From an optimization exercise on the open Yosys and OpenROAD flow, aimed at small area, a short achievable clock period and few clock cycles; shortcuts taken in it are not production practice. Where RTL was checked, it was by simulation tests only, not by an equivalence proof against the original. Power is estimated from default activity; no workload was simulated.

==> trial 87 <==
==> flow/design.v (excerpt) <==
module fsq_table_engine (
    input  wire        clk,
    input  wire        rst,
    input  wire        cmd_valid,
    output wire        cmd_ready,
    input  wire [3:0]  cmd_op,
    input  wire [7:0]  cmd_a,
    input  wire [7:0]  cmd_b,
    output wire        rsp_valid,
    output wire [3:0]  rsp_err,
    output wire [2:0]  rsp_sub,
    output wire [7:0]  rsp_arg,
    output wire [16:0] rsp_result,
    output wire        rsp_tv,
    output wire [2:0]  rsp_k,
    output wire [2:0]  rsp_b
);
clock: 10.0 ns
lec_check: 0
cap_margin: 20
core_margin: 2
core_utilization: 45
cts_cluster_diameter: 100
cts_cluster_size: 25
place_density: 0.7
slew_margin: 20
standard.sh (not shown) runs the stock make flow with config.mk's settings and CLKGATE_MAP_FILE= SYNTH_SCRIPT=/design/flow/synth_recipe.tcl, a recipe that flattens the netlist after the stock synthesis.
==> flow/flow/run.sh <==
#!/bin/bash
set -euo pipefail
bash standard.sh synth > flow_synth.log 2>&1
bash standard.sh SETUP_SLACK_MARGIN=7.0 finish > flow_finish.log 2>&1
==> inputs of trial 72, as changes to trial 87 <==
--- a/flow/design.v
+++ b/flow/design.v
@@ -16,20 +16,17 @@
     output wire [2:0]  rsp_b
 );
     localparam OP_NOP    = 4'h0, OP_CLEAR  = 4'h1, OP_APUSH = 4'h2, OP_KPUSH = 4'h3,
                OP_SETPAD = 4'h4, OP_BUILD  = 4'h5, OP_ENCB  = 4'hA, OP_DECB  = 4'hB,
                OP_PACK   = 4'hC, OP_UNPACK = 4'hD;
     localparam B_FIRST = 3'd0, B_SCAN = 3'd1, B_CHK = 3'd2, B_COL = 3'd3,
                B_FIN1  = 3'd4, B_FIN2 = 3'd5, B_ERR = 3'd7;
     reg [111:0] alpha_f;                 
-    reg [223:0] kslot_f;                 
-    reg [5:0]   rp;                      
-    reg         dd_v;                    
-    reg [4:0]   dd_i;                    
+    reg [255:0] kslot_f;                 
     reg [4:0]  alen;
     reg [5:0]  klen;
     reg [7:0]  pad;
     reg        pad_mem;                  
     reg        hi_f;  reg [3:0] hi_i;    
     reg        dup_f; reg [3:0] dup_i;   
     reg        tv;
     reg        tv_o;                     
@@ -158,54 +155,53 @@
     always @* begin
         cam_code = 4'd0;
         for (i = 0; i < 16; i = i + 1) begin
             cam_m[i] = (alpha_f[7*i +: 7] == c_a[6:0]) && amask[i];
             if (cam_m[i]) cam_code = cam_code | i[3:0];
         end
     end
     wire cam_hit = |cam_m;
-    wire [6:0] kslot_a = kslot_f[7*c_sa +: 7];
+    wire [7:0] kslot_a = kslot_f[8*c_sa +: 8];
     wire [3:0] enc_o1 = kslot_a[3:0];
-    assign     prt    = {1'b0, kslot_f[7*c_sb +: 7]};    
+    assign     prt    = kslot_f[8*c_sb +: 8];    
     wire [3:0] enc_o2 = prt[3:0];
     wire [15:0] dmask_a = {{7{k4}}, {5{k4 | k3}}, {3{k4 | k3 | k2}}, 1'b1};
     wire [31:0] dmask_b = {{14{k4}}, {2{k4 | k3}}, {7{k3}}, 1'b0, {4{k2}}, 2'b00, k1, 1'b0};
     reg [15:0] dm_a;
     reg [31:0] dm_b;
     reg [3:0]  de_a, de_b;               
     always @* begin
         de_a = 4'd0; de_b = 4'd0;
         for (i = 0; i < 16; i = i + 1) begin
-            dm_a[i] = kslot_f[7*i +: 4] == c_ad && dmask_a[i];
+            dm_a[i] = kslot_f[8*i +: 4] == c_ad && dmask_a[i];
             if (dm_a[i]) de_a = de_a | i[3:0];
         end
         for (i = 0; i < 32; i = i + 1) begin
-            dm_b[i] = kslot_f[7*i +: 4] == c_b[3:0] && dmask_b[i];
+            dm_b[i] = kslot_f[8*i +: 4] == c_b[3:0] && dmask_b[i];
             if (dm_b[i]) de_b = de_b | i[3:0];
         end
     end
     wire [3:0] rc3_a = {dm_a[6] | dm_a[7] | dm_a[8], dm_a[3] | dm_a[4] | dm_a[5],
                         dm_a[2] | dm_a[5] | dm_a[8], dm_a[1] | dm_a[4] | dm_a[7]};
     wire [3:0] rc3_b = {dm_b[15] | dm_b[16] | dm_b[17], dm_b[12] | dm_b[13] | dm_b[14],
                         dm_b[11] | dm_b[14] | dm_b[17], dm_b[10] | dm_b[13] | dm_b[16]};
     wire [3:0] rca = ({4{k4}} & de_a) | ({4{k3}} & rc3_a) | ({4{k2}} & {1'b0, de_a[1], 1'b0, de_a[0]});
     wire [3:0] rcb = ({4{k4}} & de_b) | ({4{k3}} & rc3_b) | ({4{k2}} & {1'b0, de_b[1], 1'b0, de_b[0]});
     wire [3:0] dec_o1 = mk(rca[3:2], rcb[1:0], k4, k3, k2);
     wire [3:0] dec_o2 = mk(rcb[3:2], rca[1:0], k4, k3, k2);
-    wire        k_res  = !c_a[7] && cam_hit && klen == rp;   
-    wire [6:0]  k_data = (!c_a[7] && cam_hit && (e_bld || klen == rp)) ? {3'b000, cam_code} : c_a[6:0];
+    wire        k_res  = !c_a[7] && cam_hit;
+    wire [7:0]  k_data = c_a[7] ? 8'h90 : (cam_hit ? {4'b1000, cam_code} : {1'b0, c_a[6:0]});
     wire        k_fresh = klen == 6'd0 || klen == {1'b0, alen};   
     wire        kp_we  = e_cmd && is_kpush && !klen[5];
-    wire        s_res;
-    wire        sc_we  = e_bld && bst == B_SCAN && sv && !s_res;
+    wire        sc_we  = e_bld && bst == B_SCAN && sv && !c_a[7];
     wire [4:0]  w_idx  = e_bld ? sdi : klen[4:0];
     wire        s_in_b = sdi >= alen;
-    assign      s_res  = {1'b0, sdi} < rp;
-    wire        s_bad  = !s_res && (!cam_hit || (dd_v && sdi == dd_i));
+    wire        s_res  = c_a[7];
+    wire        s_bad  = s_res ? c_a[4] : !cam_hit;
     wire [15:0] s_oh   = s_res ? (16'd1 << c_a[3:0]) : cam_m;
     wire        s_fresh = sdi == 5'd0 || sdi == alen;    
     wire        s_dup  = !s_fresh && |(seen & s_oh);
     wire        s_da   = !s_in_b && s_dup;
     wire        s_db   = s_in_b && s_dup;
     wire [15:0] col_oh = 16'd1 << c_a[3:0];
     wire        c_last_r = (k4 && sr == 2'd3) || (k3 && sr == 2'd2) || (k2 && sr == 2'd1) || k1;
     wire [1:0]  sr_n = c_last_r ? 2'd0 : sr + 2'd1;
@@ -290,40 +286,38 @@
     always @(posedge clk) begin
         tv   <= tv_n;
         tv_o <= tv_r;
         r_k  <= tv_r ? {k4, k3 | k2, alen[0]} : 3'd0;
         r_b  <= tv_r ? {k4 | k3, k2, 1'b0} : 3'd0;
     end
     always @(posedge clk) begin
         for (i = 0; i < 32; i = i + 1)
-            if ((kp_we || sc_we) && w_idx == i) kslot_f[7*i +: 7] <= k_data;
+            if ((kp_we || sc_we) && w_idx == i) kslot_f[8*i +: 8] <= k_data;
     end
     always @(posedge clk) begin
         if (rst_q) begin
             alen <= 5'd0; klen <= 6'd0; pad <= 8'h20; pad_mem <= 1'b0;
-            hi_f <= 1'b0; dup_f <= 1'b0; bst <= B_FIRST; rp <= 6'd0; dd_v <= 1'b0;
+            hi_f <= 1'b0; dup_f <= 1'b0; bst <= B_FIRST;
         end else if (e_cmd) begin
             if (is_clear) begin
                 alen <= 5'd0; klen <= 6'd0; pad <= 8'h20; pad_mem <= 1'b0;
-                hi_f <= 1'b0; dup_f <= 1'b0; rp <= 6'd0; dd_v <= 1'b0;
+                hi_f <= 1'b0; dup_f <= 1'b0;
             end
             if (is_apush && !alen[4]) begin
                 for (i = 0; i < 16; i = i + 1)
                     if (alen[3:0] == i) alpha_f[7*i +: 7] <= c_a[6:0];
                 alen <= alen + 5'd1;
                 if (!hi_f && c_a[7]) begin hi_f <= 1'b1; hi_i <= alen[3:0]; end
                 if (!dup_f && cam_hit) begin dup_f <= 1'b1; dup_i <= alen[3:0]; end
                 if (c_a == pad && !pad[7]) pad_mem <= 1'b1;
                 if (klen != 6'd0) fast_ok <= 1'b0;
             end
             if (is_kpush && !klen[5]) begin
                 klen <= klen + 6'd1;
-                if (k_res) rp <= rp + 6'd1;
-                if (c_a[7] && !dd_v) begin dd_v <= 1'b1; dd_i <= klen[4:0]; end
                 seen <= (k_fresh ? 16'd0 : seen) | cam_m;
                 if (klen == 6'd0) begin
                     fast_ok <= k_res;
                     kdup <= 1'b0;
                 end else begin
                     fast_ok <= fast_ok && k_res;
                     if (!k_fresh && |(seen & cam_m)) kdup <= 1'b1;
                 end
@@ -341,17 +335,16 @@
                     dup_a <= 1'b0; dup_b <= 1'b0;
                     fast_ok <= 1'b0;
                 end
             end
             B_SCAN: begin
                 sv <= 1'b1; sdi <= c_sb;
                 slast <= scan_next == klen[4:0];
                 if (sv) begin
-                    if (!s_res && !s_bad) rp <= {1'b0, sdi} + 6'd1;
                     seen <= (s_fresh ? 16'd0 : seen) | s_oh;
                     if (!dup_a) min_da <= sdi[3:0];
                     dup_a <= dup_a || s_da;
                     dup_b <= dup_b || s_db;
                     if (s_bad) bst <= B_ERR;     
                     else if (slast) bst <= B_CHK;
                 end
             end
Settings changed: PLACE_DENSITY 0.7 to 0.6.
==> inputs of trial 81, as changes to trial 87 <==
--- a/flow/design.v
+++ b/flow/design.v
@@ -16,20 +16,17 @@
     output wire [2:0]  rsp_b
 );
     localparam OP_NOP    = 4'h0, OP_CLEAR  = 4'h1, OP_APUSH = 4'h2, OP_KPUSH = 4'h3,
                OP_SETPAD = 4'h4, OP_BUILD  = 4'h5, OP_ENCB  = 4'hA, OP_DECB  = 4'hB,
                OP_PACK   = 4'hC, OP_UNPACK = 4'hD;
     localparam B_FIRST = 3'd0, B_SCAN = 3'd1, B_CHK = 3'd2, B_COL = 3'd3,
                B_FIN1  = 3'd4, B_FIN2 = 3'd5, B_ERR = 3'd7;
     reg [111:0] alpha_f;                 
-    reg [223:0] kslot_f;                 
-    reg [5:0]   rp;                      
-    reg         dd_v;                    
-    reg [4:0]   dd_i;                    
+    reg [255:0] kslot_f;                 
     reg [4:0]  alen;
     reg [5:0]  klen;
     reg [7:0]  pad;
     reg        pad_mem;                  
     reg        hi_f;  reg [3:0] hi_i;    
     reg        dup_f; reg [3:0] dup_i;   
     reg        tv;
     reg        tv_o;                     
@@ -158,54 +155,53 @@
     always @* begin
         cam_code = 4'd0;
         for (i = 0; i < 16; i = i + 1) begin
             cam_m[i] = (alpha_f[7*i +: 7] == c_a[6:0]) && amask[i];
             if (cam_m[i]) cam_code = cam_code | i[3:0];
         end
     end
     wire cam_hit = |cam_m;
-    wire [6:0] kslot_a = kslot_f[7*c_sa +: 7];
+    wire [7:0] kslot_a = kslot_f[8*c_sa +: 8];
     wire [3:0] enc_o1 = kslot_a[3:0];
-    assign     prt    = {1'b0, kslot_f[7*c_sb +: 7]};    
+    assign     prt    = kslot_f[8*c_sb +: 8];    
     wire [3:0] enc_o2 = prt[3:0];
     wire [15:0] dmask_a = {{7{k4}}, {5{k4 | k3}}, {3{k4 | k3 | k2}}, 1'b1};
     wire [31:0] dmask_b = {{14{k4}}, {2{k4 | k3}}, {7{k3}}, 1'b0, {4{k2}}, 2'b00, k1, 1'b0};
     reg [15:0] dm_a;
     reg [31:0] dm_b;
     reg [3:0]  de_a, de_b;               
     always @* begin
         de_a = 4'd0; de_b = 4'd0;
         for (i = 0; i < 16; i = i + 1) begin
-            dm_a[i] = kslot_f[7*i +: 4] == c_ad && dmask_a[i];
+            dm_a[i] = kslot_f[8*i +: 4] == c_ad && dmask_a[i];
             if (dm_a[i]) de_a = de_a | i[3:0];
         end
         for (i = 0; i < 32; i = i + 1) begin
-            dm_b[i] = kslot_f[7*i +: 4] == c_b[3:0] && dmask_b[i];
+            dm_b[i] = kslot_f[8*i +: 4] == c_b[3:0] && dmask_b[i];
             if (dm_b[i]) de_b = de_b | i[3:0];
         end
     end
     wire [3:0] rc3_a = {dm_a[6] | dm_a[7] | dm_a[8], dm_a[3] | dm_a[4] | dm_a[5],
                         dm_a[2] | dm_a[5] | dm_a[8], dm_a[1] | dm_a[4] | dm_a[7]};
     wire [3:0] rc3_b = {dm_b[15] | dm_b[16] | dm_b[17], dm_b[12] | dm_b[13] | dm_b[14],
                         dm_b[11] | dm_b[14] | dm_b[17], dm_b[10] | dm_b[13] | dm_b[16]};
     wire [3:0] rca = ({4{k4}} & de_a) | ({4{k3}} & rc3_a) | ({4{k2}} & {1'b0, de_a[1], 1'b0, de_a[0]});
     wire [3:0] rcb = ({4{k4}} & de_b) | ({4{k3}} & rc3_b) | ({4{k2}} & {1'b0, de_b[1], 1'b0, de_b[0]});
     wire [3:0] dec_o1 = mk(rca[3:2], rcb[1:0], k4, k3, k2);
     wire [3:0] dec_o2 = mk(rcb[3:2], rca[1:0], k4, k3, k2);
-    wire        k_res  = !c_a[7] && cam_hit && klen == rp;   
-    wire [6:0]  k_data = (!c_a[7] && cam_hit && (e_bld || klen == rp)) ? {3'b000, cam_code} : c_a[6:0];
+    wire        k_res  = !c_a[7] && cam_hit;
+    wire [7:0]  k_data = c_a[7] ? 8'h90 : (cam_hit ? {4'b1000, cam_code} : {1'b0, c_a[6:0]});
     wire        k_fresh = klen == 6'd0 || klen == {1'b0, alen};   
     wire        kp_we  = e_cmd && is_kpush && !klen[5];
-    wire        s_res;
-    wire        sc_we  = e_bld && bst == B_SCAN && sv && !s_res;
+    wire        sc_we  = e_bld && bst == B_SCAN && sv && !c_a[7];
     wire [4:0]  w_idx  = e_bld ? sdi : klen[4:0];
     wire        s_in_b = sdi >= alen;
-    assign      s_res  = {1'b0, sdi} < rp;
-    wire        s_bad  = !s_res && (!cam_hit || (dd_v && sdi == dd_i));
+    wire        s_res  = c_a[7];
+    wire        s_bad  = s_res ? c_a[4] : !cam_hit;
     wire [15:0] s_oh   = s_res ? (16'd1 << c_a[3:0]) : cam_m;
     wire        s_fresh = sdi == 5'd0 || sdi == alen;    
     wire        s_dup  = !s_fresh && |(seen & s_oh);
     wire        s_da   = !s_in_b && s_dup;
     wire        s_db   = s_in_b && s_dup;
     wire [15:0] col_oh = 16'd1 << c_a[3:0];
     wire        c_last_r = (k4 && sr == 2'd3) || (k3 && sr == 2'd2) || (k2 && sr == 2'd1) || k1;
     wire [1:0]  sr_n = c_last_r ? 2'd0 : sr + 2'd1;
@@ -225,105 +221,100 @@
     wire b_fast = fast_ok && !kdup;
     assign b_done = (bst == B_FIRST && !(b_pass && !b_fast)) ||
                     (bst == B_CHK && !dup_a && !dup_b) || bst == B_FIN2 || bst == B_ERR;
     wire q_ok  = tv && !c_age && !c_bge;
     reg        n_v;
     reg [3:0]  n_err;
     reg [2:0]  n_sub;
     reg [7:0]  n_arg;
+    reg [11:0] n_res;      
     always @* begin
-        n_v = 1'b0; n_err = 4'd0; n_sub = 3'd0; n_arg = 8'd0;
+        n_v = 1'b0; n_err = 4'd0; n_sub = 3'd0; n_arg = 8'd0; n_res = 12'd0;
         if (e_cmd) begin
             n_v = 1'b1;
             if (is_apush && alen[4]) begin n_err = 4'd3; n_sub = 3'd5; n_arg = 8'd16; end
             if (is_kpush && klen[5]) begin n_err = 4'd4; n_sub = 3'd1; n_arg = 8'd32; end
             if (is_ill) begin n_err = 4'd1; n_sub = 3'd1; end
             if (is_encb || is_decb || is_unpack || is_pack) begin
                 if (!tv) n_err = 4'd2;
                 else if (!is_pack && c_age) begin n_err = 4'd6; n_sub = 3'd1; n_arg = c_a; end
                 else if ((is_encb || is_decb) && c_bge) begin n_err = 4'd6; n_sub = 3'd2; n_arg = c_b; end
             end
+            if (is_encb && q_ok) n_res = {1'b1, enc_o1, 3'd0, enc_o2};
+            if (is_decb && q_ok) n_res = {1'b1, dec_o1, 3'd0, dec_o2};
+            if (is_unpack && tv && !c_age) n_res = {1'b1, 4'd0, alpha_f[7*c_au +: 7]};
+            if (is_pack && tv && k_res) n_res = {1'b1, 4'd0, 3'd0, cam_code};
         end else if (e_bld) begin
             n_v = b_done;
             if (bst == B_FIRST) begin
                 if (alen == 5'd0)                 begin n_err = 4'd3; n_sub = 3'd1; end
                 else if (!n_sq)                   begin n_err = 4'd3; n_sub = 3'd2; n_arg = {3'd0, alen}; end
                 else if (hi_f)                    begin n_err = 4'd3; n_sub = 3'd3; n_arg = {4'd0, hi_i}; end
                 else if (dup_f)                   begin n_err = 4'd3; n_sub = 3'd4; n_arg = {4'd0, dup_i}; end
                 else if (!pad_mem)                begin n_err = 4'd5; n_sub = 3'd1; n_arg = pad; end
                 else if (klen != {alen, 1'b0})    begin n_err = 4'd4; n_sub = 3'd2; n_arg = {2'd0, klen}; end
             end
             if (bst == B_ERR)  begin n_err = 4'd4; n_sub = 3'd3; n_arg = {3'd0, sdi - 5'd1}; end
             if (bst == B_FIN2) begin n_err = 4'd4; n_sub = 3'd4; n_arg = fin_i; end
         end
     end
-    wire sel_enc  = e_cmd && is_encb && q_ok;
-    wire sel_dec  = e_cmd && is_decb && q_ok;
-    wire sel_unp  = e_cmd && is_unpack && tv && !c_age;
-    wire sel_pack = e_cmd && is_pack && tv && !c_a[7];
-    wire [11:0] q_res = ({12{sel_enc}} & {1'b1, enc_o1, 3'd0, enc_o2}) |
-                        ({12{sel_dec}} & {1'b1, dec_o1, 3'd0, dec_o2}) |
-                        ({12{sel_unp}} & {1'b1, 4'd0, alpha_f[7*c_au +: 7]}) |
-                        ({12{sel_pack}} & {cam_hit, 4'd0, 3'd0, cam_code});
     reg        r_v;
     reg [3:0]  r_err;
     reg [2:0]  r_sub;
     reg [7:0]  r_arg;
-    reg [11:0] r_res;      
+    reg [11:0] r_res;
     assign rsp_valid  = r_v;
     assign rsp_err    = r_err;
     assign rsp_sub    = r_sub;
     assign rsp_arg    = r_arg;
     assign rsp_result = {r_res[11], 4'd0, r_res[10:7], 1'b0, r_res[6:0]};
     assign rsp_tv     = tv_o;
     assign rsp_k      = r_k;
     assign rsp_b      = r_b;
     always @(posedge clk) begin
-        r_err <= n_err; r_sub <= n_sub; r_arg <= n_arg; r_res <= q_res;
+        r_err <= n_err; r_sub <= n_sub; r_arg <= n_arg; r_res <= n_res;
         if (rst) r_v <= 1'b0; else r_v <= n_v;
     end
     wire build_ok = e_bld && ((bst == B_FIRST && b_pass && b_fast) ||
                               (bst == B_CHK && !dup_a && !dup_b));
     wire tv_clr   = (e_cmd && (is_clear || is_setpad || (is_apush && !alen[4]) || (is_kpush && !klen[5]))) ||
                     (e_bld && bst == B_FIRST);
     wire tv_n = !rst_q && (build_ok || (tv && !tv_clr));
     wire tv_r = tv_n && n_v;
     always @(posedge clk) begin
         tv   <= tv_n;
         tv_o <= tv_r;
         r_k  <= tv_r ? {k4, k3 | k2, alen[0]} : 3'd0;
         r_b  <= tv_r ? {k4 | k3, k2, 1'b0} : 3'd0;
     end
     always @(posedge clk) begin
         for (i = 0; i < 32; i = i + 1)
-            if ((kp_we || sc_we) && w_idx == i) kslot_f[7*i +: 7] <= k_data;
+            if ((kp_we || sc_we) && w_idx == i) kslot_f[8*i +: 8] <= k_data;
     end
     always @(posedge clk) begin
         if (rst_q) begin
             alen <= 5'd0; klen <= 6'd0; pad <= 8'h20; pad_mem <= 1'b0;
-            hi_f <= 1'b0; dup_f <= 1'b0; bst <= B_FIRST; rp <= 6'd0; dd_v <= 1'b0;
+            hi_f <= 1'b0; dup_f <= 1'b0; bst <= B_FIRST;
         end else if (e_cmd) begin
             if (is_clear) begin
                 alen <= 5'd0; klen <= 6'd0; pad <= 8'h20; pad_mem <= 1'b0;
-                hi_f <= 1'b0; dup_f <= 1'b0; rp <= 6'd0; dd_v <= 1'b0;
+                hi_f <= 1'b0; dup_f <= 1'b0;
             end
             if (is_apush && !alen[4]) begin
                 for (i = 0; i < 16; i = i + 1)
                     if (alen[3:0] == i) alpha_f[7*i +: 7] <= c_a[6:0];
                 alen <= alen + 5'd1;
                 if (!hi_f && c_a[7]) begin hi_f <= 1'b1; hi_i <= alen[3:0]; end
                 if (!dup_f && cam_hit) begin dup_f <= 1'b1; dup_i <= alen[3:0]; end
                 if (c_a == pad && !pad[7]) pad_mem <= 1'b1;
                 if (klen != 6'd0) fast_ok <= 1'b0;
             end
             if (is_kpush && !klen[5]) begin
                 klen <= klen + 6'd1;
-                if (k_res) rp <= rp + 6'd1;
-                if (c_a[7] && !dd_v) begin dd_v <= 1'b1; dd_i <= klen[4:0]; end
                 seen <= (k_fresh ? 16'd0 : seen) | cam_m;
                 if (klen == 6'd0) begin
                     fast_ok <= k_res;
                     kdup <= 1'b0;
                 end else begin
                     fast_ok <= fast_ok && k_res;
                     if (!k_fresh && |(seen & cam_m)) kdup <= 1'b1;
                 end
@@ -341,17 +332,16 @@
                     dup_a <= 1'b0; dup_b <= 1'b0;
                     fast_ok <= 1'b0;
                 end
             end
             B_SCAN: begin
                 sv <= 1'b1; sdi <= c_sb;
                 slast <= scan_next == klen[4:0];
                 if (sv) begin
-                    if (!s_res && !s_bad) rp <= {1'b0, sdi} + 6'd1;
                     seen <= (s_fresh ? 16'd0 : seen) | s_oh;
                     if (!dup_a) min_da <= sdi[3:0];
                     dup_a <= dup_a || s_da;
                     dup_b <= dup_b || s_db;
                     if (s_bad) bst <= B_ERR;     
                     else if (slast) bst <= B_CHK;
                 end
             end
==> flow/flow/run.sh (replaced) <==
#!/bin/bash
set -euo pipefail
bash standard.sh synth > flow_synth.log 2>&1
bash standard.sh SETUP_SLACK_MARGIN=7.0 SKIP_GATE_CLONING=1 finish > flow_finish.log 2>&1
Settings changed: CAP_MARGIN 20 to 0, CORE_UTILIZATION 45 to 55, PLACE_DENSITY 0.7 to 0.6, SLEW_MARGIN 20 to 0.
==> qor summary <==
Status: trial 81 finished clean; trial 72 finished clean; trial 87 finished clean
Global routing usage summed across all routing layers: trial 81 34.7%; trial 72 28.7%; trial 87 29.5%
Routed wire length on met3: trial 81 8670 um; trial 72 8860 um; trial 87 11200 um
Critical Path Max Stage Delay: trial 81 0.41 ns; trial 72 0.39 ns; trial 87 0.38 ns
Routed length on met1: trial 81 36600 um; trial 72 37000 um; trial 87 35600 um
Syn Inst Count: trial 81 2267; trial 72 2354; trial 87 2388
Largest cell class by area: trial 81 flip-flops and latches; trial 72 flip-flops and latches; trial 87 multi-input combinational cells
Final non-clock buffer share: trial 81 7.47%; trial 72 7.78%; trial 87 8.96%
Combinational power: trial 81 0.347 mW; trial 72 0.361 mW; trial 87 0.372 mW
Full die area: trial 81 52500 um^2; trial 72 63800 um^2; trial 87 63000 um^2
Sequential area share after synthesis: trial 81 52.1%; trial 72 52.2%; trial 87 50.4%
Worst min-delay path endpoint: trial 81 r_arg[7]; trial 72 pad[7]; trial 87 dd_v
Combined flip-flop and latch cell area: trial 81 14600 um^2; trial 72 14600 um^2; trial 87 13900 um^2
Testbench counts of trial 81, summed over its fixed seeds: cycles 14,700.
No functional check of the RTL was part of trial 87 and trial 72.

-- separate check: timing with driven ports --
The results above use ideal ports. As a check the final layouts listed here were re-extracted and re-timed, cells and wires unchanged.
Step 1: set_driving_cell puts a clkbuf_16 on clk and a buf_2 on each other input, an assumption about the parent block.
Step 2 adds t to the input delays and takes it off the output delays; t is the mean of the earliest and latest rising clock arrival at the registers after step 1. Input paths then give back, and output paths get back, about the clock's delay inside the block.
Three values: ideal ports, drivers, drivers and shift; two values: the first two.
| run | shift t [ns] | slack for setup (ns) | hold slack, ns | worst data-port slew with drivers (ns) |
|---|---|---|---|---|
| trial 87 | 0.677 | 6.894 / 6.827 / 6.286 | 0.503 / 0.503 / 0.503 | 0.14 |
| trial 72 | 0.677 | 6.858 / 6.795 / 6.396 | 0.548 / 0.548 / 0.548 | 0.06 |
| trial 81 | 0.665 | 6.872 / 6.810 / 6.392 | 0.517 / 0.517 / 0.517 | 0.09 |
After both steps every run listed still meets setup and hold. For trial 87, which loses most, drivers alone change the setup slack by -0.067 ns; drivers and shift together by -0.608 ns.
